Source: an optimization exercise on an open RTL-to-GDS flow (aim: small area, a short achievable clock period and few clock cycles). Production flows keep margins and buffers that such runs may drop.
The RTL was checked by simulation tests, not by an equivalence proof against the original design.
Power and IR drop assume default switching activity.

==> flow/design.v <==
module rbfc (
    input  wire        clk,
    input  wire        rst,         
    input  wire        bus_valid,
    input  wire        bus_write,
    input  wire [15:0] bus_addr,
    input  wire [1:0]  bus_size,    
    input  wire [31:0] bus_wdata,
    output reg         bus_rvalid,
    output reg         bus_err,
    output reg  [31:0] bus_rdata,
    output wire        irq
);
    localparam integer IN_CAP  = 64;
    localparam integer OUT_CAP = 72;
    localparam integer WCAP    = IN_CAP + 5;    
    localparam [7:0]   BASE    = 8'd252;        
    localparam [31:0] ID_VALUE = 32'h52424631;
    localparam [31:0] RSV_VALUE = 32'hFF0A0D00;
    localparam [31:0] CFG_VALUE = 32'h0000FC04;
    localparam [3:0] E_OK = 4'd0, E_SHORT = 4'd1, E_CSUM = 4'd2, E_BADOP = 4'd3,
                     E_LEN = 4'd4, E_OVF = 4'd5;
    localparam [3:0] S_IDLE     = 4'd0,
                     S_START    = 4'd1,
                     S_CRC      = 4'd2,    
                     S_FLOAD    = 4'd3,    
                     S_FDIV     = 4'd4,    
                     S_SUM      = 4'd5,    
                     S_SUMFIN   = 4'd6,
                     S_DDIG     = 4'd7,    
                     S_DMUL     = 4'd8,    
                     S_DCHK     = 4'd9,    
                     S_DCRC     = 4'd10,   
                     S_DFIN     = 4'd11;
    reg        irq_en;
    reg        busy, done, werr;
    reg [3:0]  errcode;
    reg [3:0]  last_op;
    reg [15:0] in_len;
    reg [15:0] out_len;
    reg [31:0] result, result1;
    reg [31:0] arg0, arg1, arg2;
    reg [7:0] in_buf  [0:IN_CAP-1];
    reg [7:0] out_buf [0:OUT_CAP-1];
    reg [7:0] work    [0:WCAP-1];
    assign irq = irq_en & done;
    wire [2:0] nbytes = (bus_size == 2'd0) ? 3'd1 : (bus_size == 2'd1) ? 3'd2 : 3'd4;
    wire misaligned = (bus_size == 2'd1 && bus_addr[0]) ||
                      (bus_size == 2'd2 && bus_addr[1:0] != 2'b00);
    wire size_ok  = (bus_size != 2'd3) && !misaligned;
    wire hit_reg  = (bus_addr < 16'h003C) && (bus_size == 2'd2) && (bus_addr[1:0] == 2'b00);
    wire hit_in   = (bus_addr >= 16'h4000) && (bus_addr < 16'h4000 + IN_CAP) && size_ok;
    wire hit_out  = (bus_addr >= 16'h8000) && (bus_addr < 16'h8000 + OUT_CAP) && size_ok;
    wire bus_ok   = hit_reg | hit_in | hit_out;
    wire [15:0] in_off  = bus_addr - 16'h4000;
    wire [15:0] out_off = bus_addr - 16'h8000;
    wire [5:0]  reg_idx = bus_addr[7:2];
    wire wr       = bus_valid & bus_write & bus_ok;
    wire wr_reg   = wr & hit_reg;
    wire wr_ctrl  = wr_reg & (reg_idx == 6'd1);
    wire wr_stat  = wr_reg & (reg_idx == 6'd2);
    wire wr_cmd   = wr_reg & (reg_idx == 6'd3);
    wire wr_inlen = wr_reg & (reg_idx == 6'd4);
    wire wr_arg0  = wr_reg & (reg_idx == 6'd8);
    wire wr_arg1  = wr_reg & (reg_idx == 6'd9);
    wire wr_arg2  = wr_reg & (reg_idx == 6'd10);
    wire wr_in    = wr & hit_in;
    wire locked_wr = wr_cmd | wr_inlen | wr_arg0 | wr_arg1 | wr_arg2 | wr_in;
    wire soft_rst = wr_ctrl & bus_wdata[1];
    wire issue    = wr_cmd & ~busy;
    reg [31:0] reg_rdata;
    always @(*) begin
        case (reg_idx)
            6'd0:  reg_rdata = ID_VALUE;
            6'd1:  reg_rdata = {31'd0, irq_en};
            6'd2:  reg_rdata = {23'd0, werr, errcode, 1'b0, (errcode != 4'd0), done, busy};
            6'd3:  reg_rdata = {28'd0, last_op};
            6'd4:  reg_rdata = {16'd0, in_len};
            6'd5:  reg_rdata = {16'd0, out_len};
            6'd6:  reg_rdata = result;
            6'd7:  reg_rdata = result1;
            6'd8:  reg_rdata = arg0;
            6'd9:  reg_rdata = arg1;
            6'd10: reg_rdata = arg2;
            6'd11: reg_rdata = RSV_VALUE;
            6'd12: reg_rdata = CFG_VALUE;
            6'd13: reg_rdata = IN_CAP;
            6'd14: reg_rdata = OUT_CAP;
            default: reg_rdata = 32'd0;
        endcase
    end
    reg [31:0] buf_rdata;
    integer j;
    always @(*) begin
        buf_rdata = 32'd0;
        for (j = 0; j < 4; j = j + 1) begin
            if (j < nbytes) begin
                if (hit_in)
                    buf_rdata[8*j +: 8] = in_buf[in_off[5:0] + j];
                else
                    buf_rdata[8*j +: 8] = out_buf[out_off[6:0] + j];
            end
        end
    end
    always @(posedge clk) begin
        if (rst) begin
            bus_rvalid <= 1'b0;
            bus_err    <= 1'b0;
            bus_rdata  <= 32'd0;
        end else begin
            bus_rvalid <= bus_valid;
            bus_err    <= bus_valid & ~bus_ok;
            if (bus_valid & ~bus_write & bus_ok)
                bus_rdata <= hit_reg ? reg_rdata : buf_rdata;
            else
                bus_rdata <= 32'd0;
        end
    end
    reg [3:0]  state;
    reg [15:0] idx;        
    reg [6:0]  top;        
    reg [6:0]  dpos;       
    reg [7:0]  rem;        
    reg [6:0]  vlen;       
    reg [31:0] crc;
    reg [31:0] sum;
    reg [7:0]  crc_in_byte;
    reg [31:0] crc_next;
    integer b;
    always @(*) begin
        crc_next = crc ^ {24'd0, crc_in_byte};
        for (b = 0; b < 8; b = b + 1)
            crc_next = crc_next[0] ? ((crc_next >> 1) ^ 32'hEDB88320) : (crc_next >> 1);
    end
    wire [15:0] div_cur = {rem, work[idx[6:0]]};
    wire [7:0]  div_q   = div_cur / BASE;
    wire [7:0]  div_r   = div_cur % BASE;
    wire [7:0]  mul_w   = work[top];
    wire [15:0] mul_cur = mul_w * BASE + rem;
    reg [7:0] sub_byte;
    always @(*) begin
        case (div_r)
            8'h00: sub_byte = 8'hFC;
            8'h0D: sub_byte = 8'hFD;
            8'h0A: sub_byte = 8'hFE;
            default: sub_byte = div_r;
        endcase
    end
    wire [7:0] in_byte = in_buf[idx[5:0]];
    wire in_reserved = (in_byte == 8'h00) || (in_byte == 8'h0D) ||
                       (in_byte == 8'h0A) || (in_byte == 8'hFF);
    reg [7:0] unsub_byte;
    always @(*) begin
        case (in_byte)
            8'hFC: unsub_byte = 8'h00;
            8'hFD: unsub_byte = 8'h0D;
            8'hFE: unsub_byte = 8'h0A;
            default: unsub_byte = in_byte;
        endcase
    end
    wire [6:0] d_src = vlen - 7'd2 - idx[6:0];
    wire [7:0] d_byte = work[d_src];
    wire [6:0] d_plen = vlen - 7'd5;
    always @(*) begin
        if (state == S_DCRC) crc_in_byte = d_byte;
        else                 crc_in_byte = in_byte;
    end
    wire in_len_bad = (in_len > IN_CAP);
    wire [15:0] last_idx = in_len - 16'd1;
    integer k;
    always @(posedge clk) begin
        if (rst | soft_rst) begin
            irq_en  <= 1'b0;
            busy    <= 1'b0;
            done    <= 1'b0;
            werr    <= 1'b0;
            errcode <= E_OK;
            last_op <= 4'd0;
            in_len  <= 16'd0;
            out_len <= 16'd0;
            result  <= 32'd0;
            result1 <= 32'd0;
            arg0    <= 32'd0;
            arg1    <= 32'd0;
            arg2    <= 32'd0;
            state   <= S_IDLE;
            idx     <= 16'd0;
            top     <= 7'd0;
            dpos    <= 7'd0;
            rem     <= 8'd0;
            vlen    <= 7'd0;
            crc     <= 32'd0;
            sum     <= 32'd0;
        end else begin
            if (wr_ctrl)
                irq_en <= bus_wdata[0];
            if (wr_stat) begin
                if (bus_wdata[1]) done <= 1'b0;
                if (bus_wdata[8]) werr <= 1'b0;
            end
            if (locked_wr & busy)
                werr <= 1'b1;
            if (!busy) begin
                if (wr_inlen) in_len <= bus_wdata[15:0];
                if (wr_arg0)  arg0 <= bus_wdata;
                if (wr_arg1)  arg1 <= bus_wdata;
                if (wr_arg2)  arg2 <= bus_wdata;
                if (wr_in) begin
                    for (k = 0; k < 4; k = k + 1)
                        if (k < nbytes)
                            in_buf[in_off[5:0] + k] <= bus_wdata[8*k +: 8];
                end
            end
            if (issue) begin
                last_op <= bus_wdata[3:0];
                done    <= 1'b0;
                errcode <= E_OK;
                busy    <= 1'b1;
                state   <= S_START;
            end
            case (state)
            S_IDLE: ;
            S_START: begin
                idx <= 16'd0;
                crc <= 32'hFFFFFFFF;
                case (last_op)
                4'h0: begin
                    state <= S_IDLE; busy <= 1'b0; done <= 1'b1; errcode <= E_OK;
                end
                4'h1, 4'h2: begin    
                    if (in_len_bad) begin
                        state <= S_IDLE; busy <= 1'b0; done <= 1'b1; errcode <= E_LEN;
                    end else if (in_len == 16'd0) begin
                        state <= (last_op == 4'h2) ? S_FLOAD : S_IDLE;
                        if (last_op == 4'h1) begin
                            busy <= 1'b0; done <= 1'b1; errcode <= E_OK;
                            result <= 32'd0; result1 <= 32'd0;
                        end
                    end else begin
                        state <= S_CRC;
                    end
                end
                4'h3: begin          
                    if (in_len_bad) begin
                        state <= S_IDLE; busy <= 1'b0; done <= 1'b1; errcode <= E_LEN;
                    end else if (in_len == 16'd0 || in_buf[last_idx[5:0]] != 8'h0D) begin
                        state <= S_IDLE; busy <= 1'b0; done <= 1'b1; errcode <= E_SHORT;
                        out_len <= 16'd0; result <= 32'd0; result1 <= 32'd0;
                    end else begin
                        vlen  <= 7'd0;
                        state <= S_DDIG;
                    end
                end
                4'h4: begin          
                    out_buf[0] <= arg0[31:24];
                    out_buf[1] <= arg0[23:16];
                    out_buf[2] <= arg0[15:8];
                    out_buf[3] <= arg0[7:0];
                    out_len <= 16'd4;
                    result  <= arg0;
                    result1 <= 32'd0;
                    state <= S_IDLE; busy <= 1'b0; done <= 1'b1; errcode <= E_OK;
                end
                4'h5: begin          
                    state <= S_IDLE; busy <= 1'b0; done <= 1'b1;
                    if (in_len_bad) begin
                        errcode <= E_LEN;
                    end else if (in_len < 16'd4) begin
                        errcode <= E_SHORT; result <= 32'd0; result1 <= 32'd0;
                    end else begin
                        errcode <= E_OK;
                        result  <= {in_buf[0], in_buf[1], in_buf[2], in_buf[3]};
                        result1 <= 32'd0;
                    end
                end
                4'h6, 4'h7: begin    
                    if (in_len_bad) begin
                        state <= S_IDLE; busy <= 1'b0; done <= 1'b1; errcode <= E_LEN;
                    end else begin
                        if (last_op == 4'h7)
                            sum <= {16'd0, arg0[31:16]} + {16'd0, arg0[15:0]} +
                                   {16'd0, arg1[31:16]} + {16'd0, arg1[15:0]} +
                                   {16'd0, arg2[31:16]} + {16'd0, arg2[15:0]};
                        else
                            sum <= 32'd0;
                        state <= (in_len == 16'd0) ? S_SUMFIN : S_SUM;
                    end
                end
                default: begin       
                    state <= S_IDLE; busy <= 1'b0; done <= 1'b1; errcode <= E_BADOP;
                end
                endcase
            end
            S_CRC: begin
                crc <= crc_next;
                if (last_op == 4'h2)
                    work[in_len[6:0] + 7'd3 - idx[6:0]] <= in_byte;
                if (idx == last_idx) begin
                    if (last_op == 4'h1) begin
                        state <= S_IDLE; busy <= 1'b0; done <= 1'b1; errcode <= E_OK;
                        result <= ~crc_next; result1 <= 32'd0;
                    end else begin
                        state <= S_FLOAD;
                    end
                end
                idx <= idx + 16'd1;
            end
            S_FLOAD: begin
                work[0] <= ~crc[7:0];
                work[1] <= ~crc[15:8];
                work[2] <= ~crc[23:16];
                work[3] <= ~crc[31:24];
                work[in_len[6:0] + 7'd4] <= 8'h01;
                top   <= in_len[6:0] + 7'd4;
                idx   <= {9'd0, in_len[6:0] + 7'd4};
                dpos  <= in_len[6:0] + 7'd4;
                rem   <= 8'd0;
                out_buf[in_len[6:0] + 7'd5] <= 8'h0D;
                state <= S_FDIV;
            end
            S_FDIV: begin
                work[idx[6:0]] <= div_q;
                rem <= div_r;
                if (idx[6:0] == top && div_q == 8'd0 && top != 7'd0)
                    top <= top - 7'd1;
                if (idx[6:0] == 7'd0) begin
                    out_buf[dpos] <= sub_byte;
                    dpos <= dpos - 7'd1;
                    rem  <= 8'd0;
                    if (top == 7'd0 && div_q == 8'd0) begin
                        state   <= S_IDLE; busy <= 1'b0; done <= 1'b1; errcode <= E_OK;
                        out_len <= {9'd0, in_len[6:0] + 7'd6};
                        result  <= ~crc;
                        result1 <= 32'd0;
                    end else begin
                        idx <= {9'd0, (idx[6:0] == top && div_q == 8'd0) ? top - 7'd1 : top};
                    end
                end else begin
                    idx <= idx - 16'd1;
                end
            end
            S_DDIG: begin
                if (idx == last_idx) begin
                    state <= S_DCHK;
                end else if (in_reserved) begin
                    idx <= idx + 16'd1;
                end else begin
                    rem   <= unsub_byte;
                    top   <= 7'd0;           
                    state <= S_DMUL;
                end
            end
            S_DMUL: begin
                if (top < vlen) begin
                    work[top] <= mul_cur[7:0];
                    rem <= mul_cur[15:8];
                    top <= top + 7'd1;
                end else begin
                    if (rem != 8'd0) begin
                        work[vlen] <= rem;
                        vlen <= vlen + 7'd1;
                    end
                    idx   <= idx + 16'd1;
                    state <= S_DDIG;
                end
            end
            S_DCHK: begin
                if (vlen < 7'd5) begin
                    state <= S_IDLE; busy <= 1'b0; done <= 1'b1; errcode <= E_SHORT;
                    out_len <= 16'd0; result <= 32'd0; result1 <= 32'd0;
                end else begin
                    idx <= 16'd0;
                    crc <= 32'hFFFFFFFF;
                    state <= (d_plen == 7'd0) ? S_DFIN : S_DCRC;
                end
            end
            S_DCRC: begin
                crc <= crc_next;
                out_buf[idx[6:0]] <= d_byte;
                if (idx[6:0] == d_plen - 7'd1)
                    state <= S_DFIN;
                idx <= idx + 16'd1;
            end
            S_DFIN: begin
                state <= S_IDLE; busy <= 1'b0; done <= 1'b1;
                result <= ~crc;
                if (~crc != {work[3], work[2], work[1], work[0]}) begin
                    errcode <= E_CSUM;
                    out_len <= 16'd0;
                    result1 <= {work[3], work[2], work[1], work[0]};
                end else if (d_plen > OUT_CAP) begin
                    errcode <= E_OVF;
                    out_len <= 16'd0; result <= 32'd0; result1 <= 32'd0;
                end else begin
                    errcode <= E_OK;
                    out_len <= {9'd0, d_plen};
                    result1 <= ~crc;
                end
            end
            S_SUM: begin
                sum <= sum + (idx[0] ? {24'd0, in_byte} : {16'd0, in_byte, 8'd0});
                if (idx == last_idx)
                    state <= S_SUMFIN;
                idx <= idx + 16'd1;
            end
            S_SUMFIN: begin : sumfin
                reg [31:0] f;
                f = {16'd0, sum[15:0]} + {16'd0, sum[31:16]};
                f = {16'd0, f[15:0]} + {16'd0, f[31:16]};
                state <= S_IDLE; busy <= 1'b0; done <= 1'b1; errcode <= E_OK;
                result  <= {16'd0, ~f[15:0]};
                result1 <= 32'd0;
            end
            default: state <= S_IDLE;
            endcase
        end
    end
endmodule
==> flow/run.sh <==
#!/bin/bash
# synth_recipe.tcl (not shown) runs the flow's synth.tcl, then flattens the netlist and writes it again
# the make line also repeats each setting of config.mk as NAME=value (left out here)
make -C /OpenROAD-flow-scripts/flow DESIGN_CONFIG=/design/flow/config.mk WORK_HOME=/design/flow/orfs CLKGATE_MAP_FILE= SYNTH_SCRIPT=/design/flow/synth_recipe.tcl finish
==> flow/config.mk <==
export PLATFORM = sky130hd
export DESIGN_NAME = rbfc
export DESIGN_NICKNAME = rbfc
export VERILOG_FILES = /design/flow/design.v
export SDC_FILE = /design/flow/constraint.sdc
export NUM_CORES = 4
export LEC_CHECK = 0
export CAP_MARGIN = 20
export CORE_MARGIN = 2
export CORE_UTILIZATION = 25
export PLACE_DENSITY = 0.45
export SLEW_MARGIN = 20
==> flow/constraint.sdc <==
create_clock -name core_clock -period 15.0 [get_ports {clk}]
set_input_delay 3.0000 -clock core_clock [delete_from_list [all_inputs] [get_ports {clk}]]
set_output_delay 3.0000 -clock core_clock [all_outputs]
set_load 0.01 [all_outputs]
==> results.toml <==
[timing]
min_period_ns = 10.37
relSlewSlack_pct = 9.54
worst_slack_ns = 4.63
slew_viol_final = 0
finalHoldViolations = 0
clock_skew_ns = 0.0788
finalCritPeriodShare_pct = 69.1
setup-violations-final = 0
fmax_ghz = 0.0965
tns_ns = 0
tightest_slew_ns = 1.36
rsz0062_at_grt = "no"

[power]
pwr-share-seq_pct = 43.1
intPower_mw = 10.1
p_per_area_nw_per_um2 = 82.4
swShare_pct = 27.5
ir_drop_mv = 0.105
power.clock.fraction_pct = 45.0
p_leak_nw = 52.2
switchingPower_mw = 3.83
combPwrFrac_pct = 12.0

[clock_tree]
numCtsBuffers = 240
root_buffer = "clkbuf_16"
clock-sinks = 2020
cts_tree = "yes"
cts_max_level = 4
holdBufCountCts = 0
clock_path_buffers = 4
post_cts_buffers = 0
clk_pin_slew_ns = 0.06
cts-resized-gates = 0
clkLatencyLatePin_ns = 1.03

[route]
final_antenna_net_count = 0
drt-initial-drc-count = 20200
num_vias = 125000
drt-pass1-iter-count = 6
via_per_inst = 6.11
drt-total-wl_um = 751000
wl_per_cell_um = 36.6
wl_met1_um = 282000
remaining_drc_errors = 0
highest_layer = "met5"
met2_length_um = 325000
wl_met3_um = 93300

[synth]
netlist_instances = 12700
ys_ff_latch = 2020
yosysWarnings = 1
synth-main-ff-cell = "edfxtp_1"
synth_area_sq_um = 151000
synth_cell_types = 111
synth-edff-count = 1664
async_reset_ff_share_pct = 0
ys_seq_area_share_pct = 37.8
synthesis.nets = 13000
syn_avg_cell_area_sq_um = 11.8

[worst_setup_path]
required_ns = 15.60
r2r_slack_ns = 4.63
worstPathMaxFanout = 89
end_kind = "flop"
path_cells = "buf_4, buf_12, mux4_2, o22ai_1, o221ai_1, nand3_1, a221oi_2, or2_1, nor3b_2, o22ai_1, a211oi_2, mux2i_1, a21oi_1, a31oi_1, nor3_1, a211oi_2, o41ai_2, buf_4, a2111oi_2, a21oi_2, a211oi_2, nor2b_4, buf_4"
worst_path_largest_cell_delay_ns = 1.04
cpMaxStageDelayCell = "a2111oi_2"
critical_path_class = "flop to flop"
crit_family = "compound AO/OA/AOI/OAI gates"
arrival_ns = 10.96
start_kind = "flop"
critPathBufInv = 4

[floorplan]
fp.coreArea_sq_um = 602000
initial_core_util_pct = 25.1
ios = 89
chipWidth_um = 781
die_area_sq_um = 610000
die_height_um = 781
rows = 285

[placed_design]
gp_congestion = 0.987
hpwlAfterDp_um = 518000
portBuffers = 88
dp_cells = 20000
post-place-ws_ns = 4.38

[run]
maxCapViolations = 0

[global_route]
track_usage_pct = 23.7
first_global_vias = 117000
overflow = 0
antenna_found_initial = 82
grt_pass1_wl_um = 1020000
grt_max_degree = 130

[min_path]
hp-class = "flop to flop"

[final_layout]
drive_gt1_share_pct = 24.6
nets = 12500
seqCellArea_sq_um = 57100
multiInputGateArea_sq_um = 89300
fillerInstances = 61800
fin_cells = 20500
syn_to_final_growth_pct = 12.1

[status]
status = "no timing/DRC/antenna violations"
-- layer usage --
| metal | GRT usage (%) | vias to the layer above |
|---|---|---|
| li1 | - | 49400 |
| met4 | 13.0 | 76 |
| met2 | 35.3 | 9251 |
| met1 | 30.5 | 64600 |
| met3 | 7.50 | 1996 |
| met5 | 0.0313 | - |
-- cell usage after synthesis, drive strengths merged (62+ instances only) --
library cell	n	area share (%)
dfxtp	356	4.7
clkbuf	905	2.3
xor2	88	0.51
edfxtp	1664	33
buf	292	0.89
nor4b	63	0.37
nand2	1899	4.7
nor3	128	0.43
mux4	2040	30
a21oi	998	3.3
inv	169	0.42
xnor2	218	1.3
a22oi	83	0.41
a221oi	62	0.36
a211oi	80	0.43
nand3	368	1.2
o21ai	1083	3.6
fa	88	1.2
ha	135	1.1
nor2	695	1.7
mux2i	424	2.8
-- cells in the final DEF, fill, tap and decap left out, types with 38 or more instances in the layout --
cell,netlist,layout
clkbuf_1,905,43
edfxtp_1,1664,1664
mux4_2,2040,2040
a221oi_1,61,60
fa_1,88,87
dfxtp_1,356,345
nand2_1,1899,1892
buf_4,22,366
nor3_1,127,102
clkinv_2,0,50
a211oi_1,73,68
nor2b_1,54,52
nor2_1,694,653
clkdlybuf4s50_1,0,49
a22oi_1,83,82
and2_1,43,43
o21ai_0,1068,1060
mux2i_1,424,423
nor4bb_1,58,58
a21oi_1,997,994
inv_1,166,156
clkbuf_16,0,244
a31oi_1,39,38
xor2_1,88,77
clkinv_1,3,41
xnor2_1,217,202
ha_1,135,130
and3_1,46,44
nor4b_1,63,62
nand3_1,367,361
-- worst register-to-register path: stages (launching register included) --
cell       delay [ns]
dfxtp_4          0.70
buf_4            0.66
buf_12           0.56
mux4_2           0.47
o22ai_1          0.08
o221ai_1         0.42
nand3_1          0.54
a221oi_2         0.45
or2_1            0.37
nor3b_2          0.31
o22ai_1          0.13
a211oi_2         0.39
mux2i_1          0.52
a21oi_1          0.16
a31oi_1          0.40
nor3_1           0.12
a211oi_2         0.70
o41ai_2          0.19
buf_4            0.24
a2111oi_2        1.04
a21oi_2          0.28
a211oi_2         0.73
nor2b_4          0.06
buf_4            0.39
-- final cells by class --
class                           count  area share [%]
Inverter                          172           0.396
Multi-Input combinational cell   9348            52.8
Clock buffer                      294            3.76
Sequential cell                  2020            33.8
Tap cell                         8036            5.94
Clock inverter                    158            1.03
Timing Repair Buffer              449            2.25
Antenna cell                       29          0.0429
-- power groups by stage --
stage          sequential, mW  combinational (mW)  clock (mW)
5_1_grt                  6.00                1.67        6.51
6_report                 6.00                1.67        6.27
3_3_place_gp             6.12                1.58           0
4_1_cts                  6.00                1.59        6.32
3_5_place_dp             6.12                1.58           0
2_1_floorplan            6.12               0.918           0
-- worst paths after layout --
kind | end | cells past startpoint | startpoint
worst min register to register | arg1[16] | 2 | arg1[16]
worst max-delay path | out_buf[61][7] | 23 | flop
worst max register to register | out_buf[61][7] | 23 | flop
worst min-delay path | arg1[16] | 2 | arg1[16]
-- per-stage QoR --
stage | utilization (%) | area, sq um | total power [mW] | hold WS [ns]
after floorplan | - | 151000 | 7.04 | 0.417
after global placement | 26.7 | 161000 | 7.71 | 0.442
final | 28.1 | 169000 | 13.9 | 0.457
after detailed placement | 26.7 | 161000 | 7.71 | 0.443
after global routing | 28.1 | 169000 | 14.2 | 0.470
after CTS | 28.1 | 169000 | 13.9 | 0.451
-- kinds of logic (layout without fill, tap and decap cells) --
family	count (synthesis)	after routing	share of synthesized area, %
other cells	0	29	0
flops	2020	2020	37.8
fa+ha+maj	226	226	2.31
compound gates	2770	2770	10.7
mux	2481	2481	33.4
buf+inv	1369	1073	3.57
simple gates	3565	3565	10.4
xor+xnor	306	306	1.78
Testbench counts, summed over its fixed seeds: cycles 84,548.

[separate check: timing with driven ports]
The results above use ideal ports. As a check the final layout listed here was re-extracted and re-timed, cells and wires unchanged.
Step 1, drivers: a clkbuf_16 drives clk and a buf_2 each remaining input, both assumed.
Step 2 also shifts input and output timing later by t, the mid clock arrival at the registers, as if the neighbouring blocks saw the same clock.
Slacks: ideal ports / drivers / drivers and shift; pairs: ideal ports / drivers.
t, ns: 1.131
slack for setup (ns): 4.633 / 4.633 / 3.953
worst register clock-pin slew, ns: 0.07 / 0.07
worst slew at a driven data input, ns: 0.15
pins driven straight from the clock port: 1
After both steps setup and hold are still met in this run. For this run, drivers alone change the setup slack by 0.000 ns; drivers and shift together by -0.680 ns.
